What follows belongs to an exercise in optimizing a design on an open flow for small area, a short achievable clock period and few clock cycles per item; a production flow would make more cautious choices. Function was checked by simulation only, so behaviour that the tests miss may differ from the original. Power figures rest on the tool's default switching activity, not on a simulated workload.

--- flow/config.mk ---
export PLATFORM = sky130hd
export DESIGN_NAME = fdec
export DESIGN_NICKNAME = fdec
export VERILOG_FILES = /design/flow/design.v
export SDC_FILE = /design/flow/constraint.sdc
export NUM_CORES = 4
export LEC_CHECK = 0
export CAP_MARGIN = 20
export CORE_MARGIN = 2
export CORE_UTILIZATION = 40
export SLEW_MARGIN = 20
--- flow/constraint.sdc ---
create_clock -name core_clock -period 10.0 [get_ports {clk}]
set_input_delay 2.0000 -clock core_clock [delete_from_list [all_inputs] [get_ports {clk}]]
set_output_delay 2.0000 -clock core_clock [all_outputs]
set_load 0.01 [all_outputs]
--- flow/design.v ---
module fdec (
    input  wire        clk,
    input  wire        rst,         
    input  wire        rx_valid,
    input  wire [7:0]  rx_data,
    input  wire        rx_eos,
    output wire        rx_ready,
    output wire        fo_valid,
    input  wire        fo_ready,
    output wire [31:0] fo_seq,
    output wire [6:0]  fo_len,
    output wire [7:0]  fo_data,
    output wire        fo_last,
    output wire        done         
);
    localparam MAXP = 64;                
    localparam NB   = 68;                
    localparam SYNC = 8'hAA;
    localparam S_SEARCH  = 2'd0;
    localparam S_HEADER  = 2'd1;
    localparam S_PAYLOAD = 2'd2;
    reg  [7:0]    mem [0:NB-1];
    reg           m_v, s_v, done_r;
    reg  [7:0]    m_d, s_d;
    assign rx_ready = !s_v && !done_r;
    assign done     = done_r;
    reg  [6:0]    rp, wp;
    reg           qv;
    reg  [7:0]    qd;
    reg  [1:0]    st;
    reg  [5:0]    wlen;      
    reg  [6:0]    prem;      
    reg  [6:0]    la7;       
    reg           lok;       
    reg  [7:0]    r [0:15];  
    reg  [31:0]   sq;
    reg  [3:0]    trk;       
    reg           fnd;       
    reg  [6:0]    nslot;     
    reg  [6:0]    pslot;     
    reg  [6:0]    em_rem;    
    reg           em_zero;   
    reg  [6:0]    ep;        
    reg           fo_v, fo_l;
    reg  [7:0]    fo_d;
    reg  [31:0]   o_seq;
    reg  [6:0]    o_len;
    assign fo_valid = fo_v;
    assign fo_seq   = o_seq;
    assign fo_len   = o_len;
    assign fo_data  = fo_d;
    assign fo_last  = fo_l;
    wire em_act  = (em_rem != 7'd0) || em_zero;
    wire em_busy = em_act || fo_v;
    wire       src_q  = (rp != wp);
    wire       have   = src_q ? qv : m_v;
    wire [7:0] b      = src_q ? qd : m_d;
    wire       is_aa  = (b == SYNC);
    wire in_hdr  = (st == S_HEADER);
    wire in_pay  = (st == S_PAYLOAD);
    wire hlast   = in_hdr && (wlen == 6'd43);
    wire plast   = in_pay && (prem == 7'd1);
    wire hdr_pay = lok && (la7 != 7'd0);    
    wire store   = !src_q && (in_pay || (in_hdr && fnd));
    wire full    = (em_rem != 7'd0) && (wp == ep);
    wire stall   = (((hlast && !hdr_pay) || plast) && em_busy) || (store && full);
    wire step    = have && !stall;
    wire [6:0] rp_inc  = (rp == NB-1) ? 7'd0 : rp + 7'd1;
    wire [6:0] rp_next = (src_q || store) ? rp_inc : rp;
    wire [6:0] ep_inc  = (ep == NB-1) ? 7'd0 : ep + 7'd1;
    wire       fnd_now   = fnd || ((trk == 4'd15) && is_aa);
    wire [6:0] nslot_now = fnd ? nslot : rp_next;
    wire [3:0] trk_now   = is_aa ? trk + 4'd1 : 4'd0;
    wire [7:0] lab = {1'b0, la7};
    wire rest_zero = ~|{r[1], r[2], r[3], r[4], r[5], r[6], r[7], r[8],
                        r[9], r[10], r[11], r[12], r[13], r[14], r[15]};
    wire hdr_emp   = lok && (la7 == 7'd0) && rest_zero && (r[0] == 8'd0);
    wire pay_ok    = rest_zero && (r[0] == b);
    wire accept    = hlast ? hdr_emp : pay_ok;
    wire complete  = hlast ? !hdr_pay : plast;    
    wire ok_fire   = step && complete && accept;
    wire rej_fire  = step && complete && !accept;
    wire [6:0] raddr = em_act ? ep : rp;
    wire [7:0] rdata = mem[raddr];
    always @(posedge clk) begin
        if (!rst && step && store)
            mem[wp] <= b;
    end
    integer i;
    always @(posedge clk) begin
        if (step) begin
            if (in_hdr) begin
                case (wlen)
                    6'd16: la7       <= b[6:0];
                    6'd40: sq[7:0]   <= b;
                    6'd41: sq[15:8]  <= b;
                    6'd42: sq[23:16] <= b;
                    6'd43: sq[31:24] <= b;
                    default: ;
                endcase
            end
            if ((in_hdr && wlen >= 6'd24 && wlen < 6'd40) || in_pay) begin
                for (i = 0; i < 15; i = i + 1)
                    r[i] <= r[i+1];
                r[15] <= in_pay ? (r[0] - b) : (b - lab);
            end
            if (in_hdr || in_pay) begin
                nslot <= nslot_now;
                if (hlast)
                    pslot <= rp_next;
            end
        end
        if (ok_fire) begin
            o_seq <= in_hdr ? {b, sq[23:0]} : sq;
            o_len <= la7;
            ep    <= pslot;
        end else if (em_act && !em_zero && (!fo_v || fo_ready)) begin
            ep    <= ep_inc;
        end
        if (em_act && (!fo_v || fo_ready)) begin
            fo_d <= rdata;
            fo_l <= em_zero || (em_rem == 7'd1);
        end
        if (!em_act && src_q && !qv)
            qd <= rdata;
        if (!s_v && (!m_v || (step && !src_q)))
            m_d <= rx_data;
        else if (s_v && (!m_v || (step && !src_q)))
            m_d <= s_d;
        if (!s_v)
            s_d <= rx_data;
    end
    always @(posedge clk) begin
        if (rst) begin
            m_v     <= 1'b0;
            s_v     <= 1'b0;
            done_r  <= 1'b0;
            rp      <= 7'd0;
            wp      <= 7'd0;
            qv      <= 1'b0;
            st      <= S_SEARCH;
            wlen    <= 6'd0;
            prem    <= 7'd0;
            lok     <= 1'b0;
            trk     <= 4'd0;
            fnd     <= 1'b0;
            em_rem  <= 7'd0;
            em_zero <= 1'b0;
            fo_v    <= 1'b0;
        end else begin
            if (rx_valid && rx_ready && rx_eos)
                done_r <= 1'b1;
            if (!m_v || (step && !src_q)) begin
                if (s_v) begin
                    m_v <= 1'b1;
                    s_v <= 1'b0;
                end else begin
                    m_v <= rx_valid && rx_ready && !rx_eos;
                end
            end else if (rx_valid && rx_ready && !rx_eos) begin
                s_v <= 1'b1;
            end
            if (step && src_q)
                qv <= 1'b0;
            else if (!em_act && src_q && !qv)
                qv <= 1'b1;
            if (step) begin
                rp <= rp_next;
                if (store)
                    wp <= rp_inc;
                case (st)
                    S_SEARCH: begin
                        if (is_aa) begin
                            wlen <= wlen + 6'd1;
                            if (wlen == 6'd15) begin
                                st  <= S_HEADER;
                                trk <= 4'd15;
                                fnd <= 1'b0;
                                lok <= 1'b1;
                            end
                        end else begin
                            wlen <= 6'd0;
                        end
                    end
                    S_HEADER: begin
                        wlen <= wlen + 6'd1;
                        trk  <= trk_now;
                        fnd  <= fnd_now;
                        case (wlen)
                            6'd16: lok <= lok && (b <= MAXP);
                            6'd17, 6'd18, 6'd19,
                            6'd21, 6'd22, 6'd23: lok <= lok && (b == 8'd0);
                            6'd20: lok <= lok && (b == lab);
                            default: ;
                        endcase
                        if (hlast && hdr_pay) begin
                            st   <= S_PAYLOAD;
                            prem <= la7;
                        end
                    end
                    S_PAYLOAD: begin
                        prem <= prem - 7'd1;
                        trk  <= trk_now;
                        fnd  <= fnd_now;
                    end
                    default: ;
                endcase
                if (ok_fire) begin
                    st   <= S_SEARCH;
                    wlen <= 6'd0;
                    fnd  <= 1'b0;
                end else if (rej_fire) begin
                    fnd <= 1'b0;
                    if (fnd_now) begin
                        st   <= S_HEADER;
                        wlen <= 6'd16;
                        trk  <= 4'd15;
                        lok  <= 1'b1;
                        rp   <= nslot_now;
                    end else begin
                        st   <= S_SEARCH;
                        wlen <= {2'b00, trk_now};
                    end
                end
            end
            if (ok_fire) begin
                em_rem  <= la7;
                em_zero <= (la7 == 7'd0);
            end else if (em_act && (!fo_v || fo_ready)) begin
                fo_v <= 1'b1;
                if (em_zero)
                    em_zero <= 1'b0;
                else
                    em_rem <= em_rem - 7'd1;
            end else if (fo_ready) begin
                fo_v <= 1'b0;
            end
        end
    end
endmodule
--- flow/run.sh ---
#!/bin/bash
# synth_recipe.tcl (not shown) runs the flow's synth.tcl, then flattens the netlist and writes it again
# the make line also repeats each setting of config.mk as NAME=value (left out here)
make -C /OpenROAD-flow-scripts/flow DESIGN_CONFIG=/design/flow/config.mk WORK_HOME=/design/flow/orfs CLKGATE_MAP_FILE= SYNTH_SCRIPT=/design/flow/synth_recipe.tcl finish
==> run summary <==
- Clock tree from TritonCTS: built
* Power Internal: 7200 uW
* Global-route total usage across every layer: 19.1%
* EDFF count, synth: 804
- At the later pin of the worst-skew pair, clock insertion delay measures 0.64 ns.
- Setup crit end kind: flop
- The congestion estimate from routability-driven global placement came to 0.865.
- Number of buffers inserted by post-CTS setup repair: 0
* Total nets after synthesis: 2,385
- Detailed placement finished with a half-perimeter wire length of 54.0 mm.
- The floorplan step defined a die boundary enclosing 88,400 um2.
- Summing all multi-input logic gate instances after layout gives 8730 um2.
- Final Net Count: 2,456
- First-pass GRT wire length: 128 mm
- Of the cells placed in the final design, the portion with a size suffix greater than 1 is 11.3%.
* VDD IR max: 0.193 mV
* Hold/Removal Path Class: flop to flop
* Final hold viol count: 0
- Combinational logic burns 30.0% of the power.
- At the pin with the least slew margin, the transition time is 1.06 ns.
* Routed vias: 20,490
* Cell type of the slowest stage on the worst timing path: sky130_fd_sc_hd__buf_4
* Wire length per cell after detailed routing: 23.6 um
- Final number of max-transition violations: 0
- From synthesis to final layout, the design area changed by 14.0%.
- The tree is rooted in a sky130_fd_sc_hd__clkbuf_16.
* IO Pins: 64
- Clock transition at path regs: 0.06 ns
* Status: complete, no violations
- Final setup skew: 0.0275 ns
* Count of input and output buffers: 63
* Fin crit share: 56.3%
- Average vias per placed instance: 5.64
- The critical path is of the flop to flop type.
- Count of cells resized by post-cts repair: 0
- Sequential standard cell area: 25,100 um2
- Number of global-route vias before repair: 20,013
* Slowest Stage Delay on Critical Path: 0.89 ns
- The clock passes through at most 3 buffers.
- For this design the static power due to leakage is 0.0128 uW.
- Setup WS pre-CTS: 4.29 ns
- Area after DPL: 36,200 um2
- For this run, the register share of the synthesized area comes to 72.9%.
* Fraction of registers with async set or reset after synthesis: 0%
- Setup repair after global routing missed its margin: no
* CTS hold repair buffers: 0
- Ordered list of cells on the worst path: inv_1, ha_1, or3b_2, o21ai_2, and2_4, buf_4, buf_4, mux4_2, and2_0, a221oi_1, nand4b_1, a211o_1
- Number of antenna violations at the first check in global routing: 2
* Number of synthesized register bits: 852
- After detailed routing, the total wire length is 85.8 mm.
* Maxcap violations: 0
- Minimum clock period after layout: 5.63 ns
* Final-report setup violation count: 0
* Initial standard-cell utilization of the core: 40.4%
- Number of clock sinks: 852
- WL met1: 37.2 mm
* Top cell family by delay on the critical path: buffers and inverters
* Number of distinct library cells after synthesis: 82
- Once detail routing completed, the nets flagged for antenna violations numbered 0.
- For this run, the leading register cell type out of synthesis is sky130_fd_sc_hd__edfxtp_1.
- Pin count of the biggest net entering global routing: 84
- After detailed routing, the number of remaining DRC violations is 0.
- For the final routed database, the setup TNS stands at 0 ns.
- Power density cells: 278 nW/um2
- Sum of buffers and inverters on the critical path: 3
- Summing all non-filler instances in the final layout gives an area of 39,200 um2.
- Total grt overflow: 0
- Area inside the core boundary: 85,300 um2
- Yosys warns: 2
- Per-instance average area after synthesis: 14.7 um2
- After the first detailed-routing iteration, the DRC count stood at 2,168.
- At the worst endpoint, the required time is 10.37 ns.
- Net Sw Frac: 34.0%
- Detailed routing placed a total of 40.5 mm of wire on met2.
* Sw power: 3710 uW
- Diode insertion count for antenna repair: 0
- Routed wl met3: 6.11 mm
- STA classifies the critical path startpoint as a flop.
- Arrival time of the worst setup path: 6.00 ns
- Highest achievable clock rate: 0.178 GHz
* Clock power share: 30.8%
- H-tree depth: 3
- Sequential share of power: 39.3%
- Highest metal layer used by the detailed router: met5
- Clock tree synthesis inserted a total of 88 buffers.
* Width of the chip: 297 um
- Among the stages of the critical path, the cell type that occurs most often is sky130_fd_sc_hd__buf_4.
* Slew Limit Headroom: 28.9%
- After layout, the worst setup slack is 4.37 ns.
* Chip height: 297 um
- The first detailed-routing pass took 5 iterations.
- Maximum fanout along the worst path: 80
- The synthesized netlist occupies a cell area of 34,400 um2.
- Synthesis handed over a netlist of 2,341 instances.
* Row count: 107
- Layout fillers: 7,406
flip-flops by register name, indices dropped and copies added, names as in the netlist, 8 cells and up:
signal	flops
mem	544
r	128
o_seq	32
sq	32
fo_d	8
m_d	8
qd	8
s_d	8
worst register-to-register path, stage by stage (launching register included):
cell	delay, ns
sky130_fd_sc_hd__dfxtp_1	0.36
sky130_fd_sc_hd__inv_1	0.08
sky130_fd_sc_hd__ha_1	0.20
sky130_fd_sc_hd__or3b_2	0.53
sky130_fd_sc_hd__o21ai_2	0.53
sky130_fd_sc_hd__and2_4	0.52
sky130_fd_sc_hd__buf_4	0.70
sky130_fd_sc_hd__buf_4	0.91
sky130_fd_sc_hd__mux4_2	0.66
sky130_fd_sc_hd__and2_0	0.20
sky130_fd_sc_hd__a221oi_1	0.27
sky130_fd_sc_hd__nand4b_1	0.13
sky130_fd_sc_hd__a211o_1	0.28
metrics by stage:
step,hold WS (ns),utilization (%),total power [uW],std cells
after global placement,0.403,42.5,7560,3465
after global routing,0.426,46.0,11300,3630
final,0.415,46.0,10900,3630
after CTS,0.416,46.0,10900,3629
after detailed placement,0.405,42.5,7600,3465
after floorplan,0.400,-,6490,2341
cells in the mapped netlist, types with 26 or more instances:
library cell | n | area [um2]
sky130_fd_sc_hd__a21oi_1 | 102 | 510
sky130_fd_sc_hd__clkbuf_1 | 57 | 214
sky130_fd_sc_hd__edfxtp_1 | 804 | 24100
sky130_fd_sc_hd__ha_1 | 29 | 363
sky130_fd_sc_hd__mux2i_1 | 65 | 651
sky130_fd_sc_hd__a31oi_1 | 39 | 244
sky130_fd_sc_hd__mux4_2 | 38 | 856
sky130_fd_sc_hd__buf_2 | 32 | 160
sky130_fd_sc_hd__nor3_1 | 26 | 130
sky130_fd_sc_hd__and3_1 | 30 | 188
sky130_fd_sc_hd__dfxtp_1 | 48 | 961
sky130_fd_sc_hd__nand2_1 | 330 | 1240
sky130_fd_sc_hd__nor4_1 | 52 | 325
sky130_fd_sc_hd__nand4_1 | 31 | 194
sky130_fd_sc_hd__inv_1 | 37 | 139
sky130_fd_sc_hd__nor2_1 | 146 | 548
sky130_fd_sc_hd__o21ai_0 | 38 | 190
sky130_fd_sc_hd__nand3_1 | 84 | 420
power by group through the flow:
stage                     registers [uW]  logic [uW]  clock network (uW)
after CTS                           4280        3260                3410
after global routing                4290        3510                3550
after global placement              4360        3200                   0
after floorplan                     4280        2210                   0
after detailed placement            4360        3240                   0
final                               4280        3270                3360
final cells by class:
class	instances	area share, %
Sequential cell	852	64.0
Multi-Input combinational cell	1340	22.2
Clock buffer	101	5.84
Tap cell	1144	3.65
Timing Repair Buffer	92	2.20
Clock inverter	63	1.74
Inverter	38	0.363
cells in the final DEF, fill, tap and decap left out, drive strengths merged, types with 31 or more instances in the layout:
master and instances:
inv 39, a21oi 102, mux2i 65, nand2 334, nor4 54, nand4 31, nand3 85, clkdlybuf4s50 62
dfxtp 48, clkbuf 101, nor2 149, mux4 38, clkinv 42, edfxtp 804, o21ai 40, a31oi 39
worst paths after layout:
path / slack, ns / depth (start not counted) / to / startpoint
setup / recovery: 4.37 / 12 / qd[6] / em_rem[0]
hold / removal: 0.41 / 0 / o_seq[16] / sq[16]
setup reg to reg: 4.37 / 12 / qd[6] / em_rem[0]
hold reg to reg: 0.41 / 0 / o_seq[16] / sq[16]
kinds of logic after synthesis:
family	after synthesis	share of synthesized area, %
buffers and inverters	149	1.86
DFF	852	72.9
muxes	125	5.10
AOI/OAI and AO/OA	354	7.06
xor gates and xnor gates	44	1.12
adders and majority gates	31	1.17
and+or+nand+nor	786	10.8
metal layers:
layer | up-vias | global-route usage, %
met5 | - | 0
met4 | 2 | 5.83
met2 | 825 | 30.4
li1 | 9191 | -
met1 | 10353 | 26.9
met3 | 119 | 3.10
Testbench counts, summed over its fixed seeds: cycles 75,724, bytes 74,262.

[separate check: timing with driven ports]
Ports are ideal in the flow. The routed layout listed here was re-timed in OpenROAD.
Step 1, drivers: a clkbuf_16 drives clk and a buf_2 each remaining input, both assumed.
Step 2 times the ports against the registers' clock, not the clock port: input delays grow and output delays shrink by t, the midpoint of the rising clock arrivals with the driver on.
a / b / c = no drivers / after step 1 / after step 2; a / b = the first two.
t (ns): 0.690
slack for setup (ns): 4.373 / 4.373 / 4.373
worst setup path at the end: register to register
After both steps setup and hold are still met in this run. For this run, drivers alone change the setup slack by 0.000 ns; drivers and shift together by 0.000 ns.
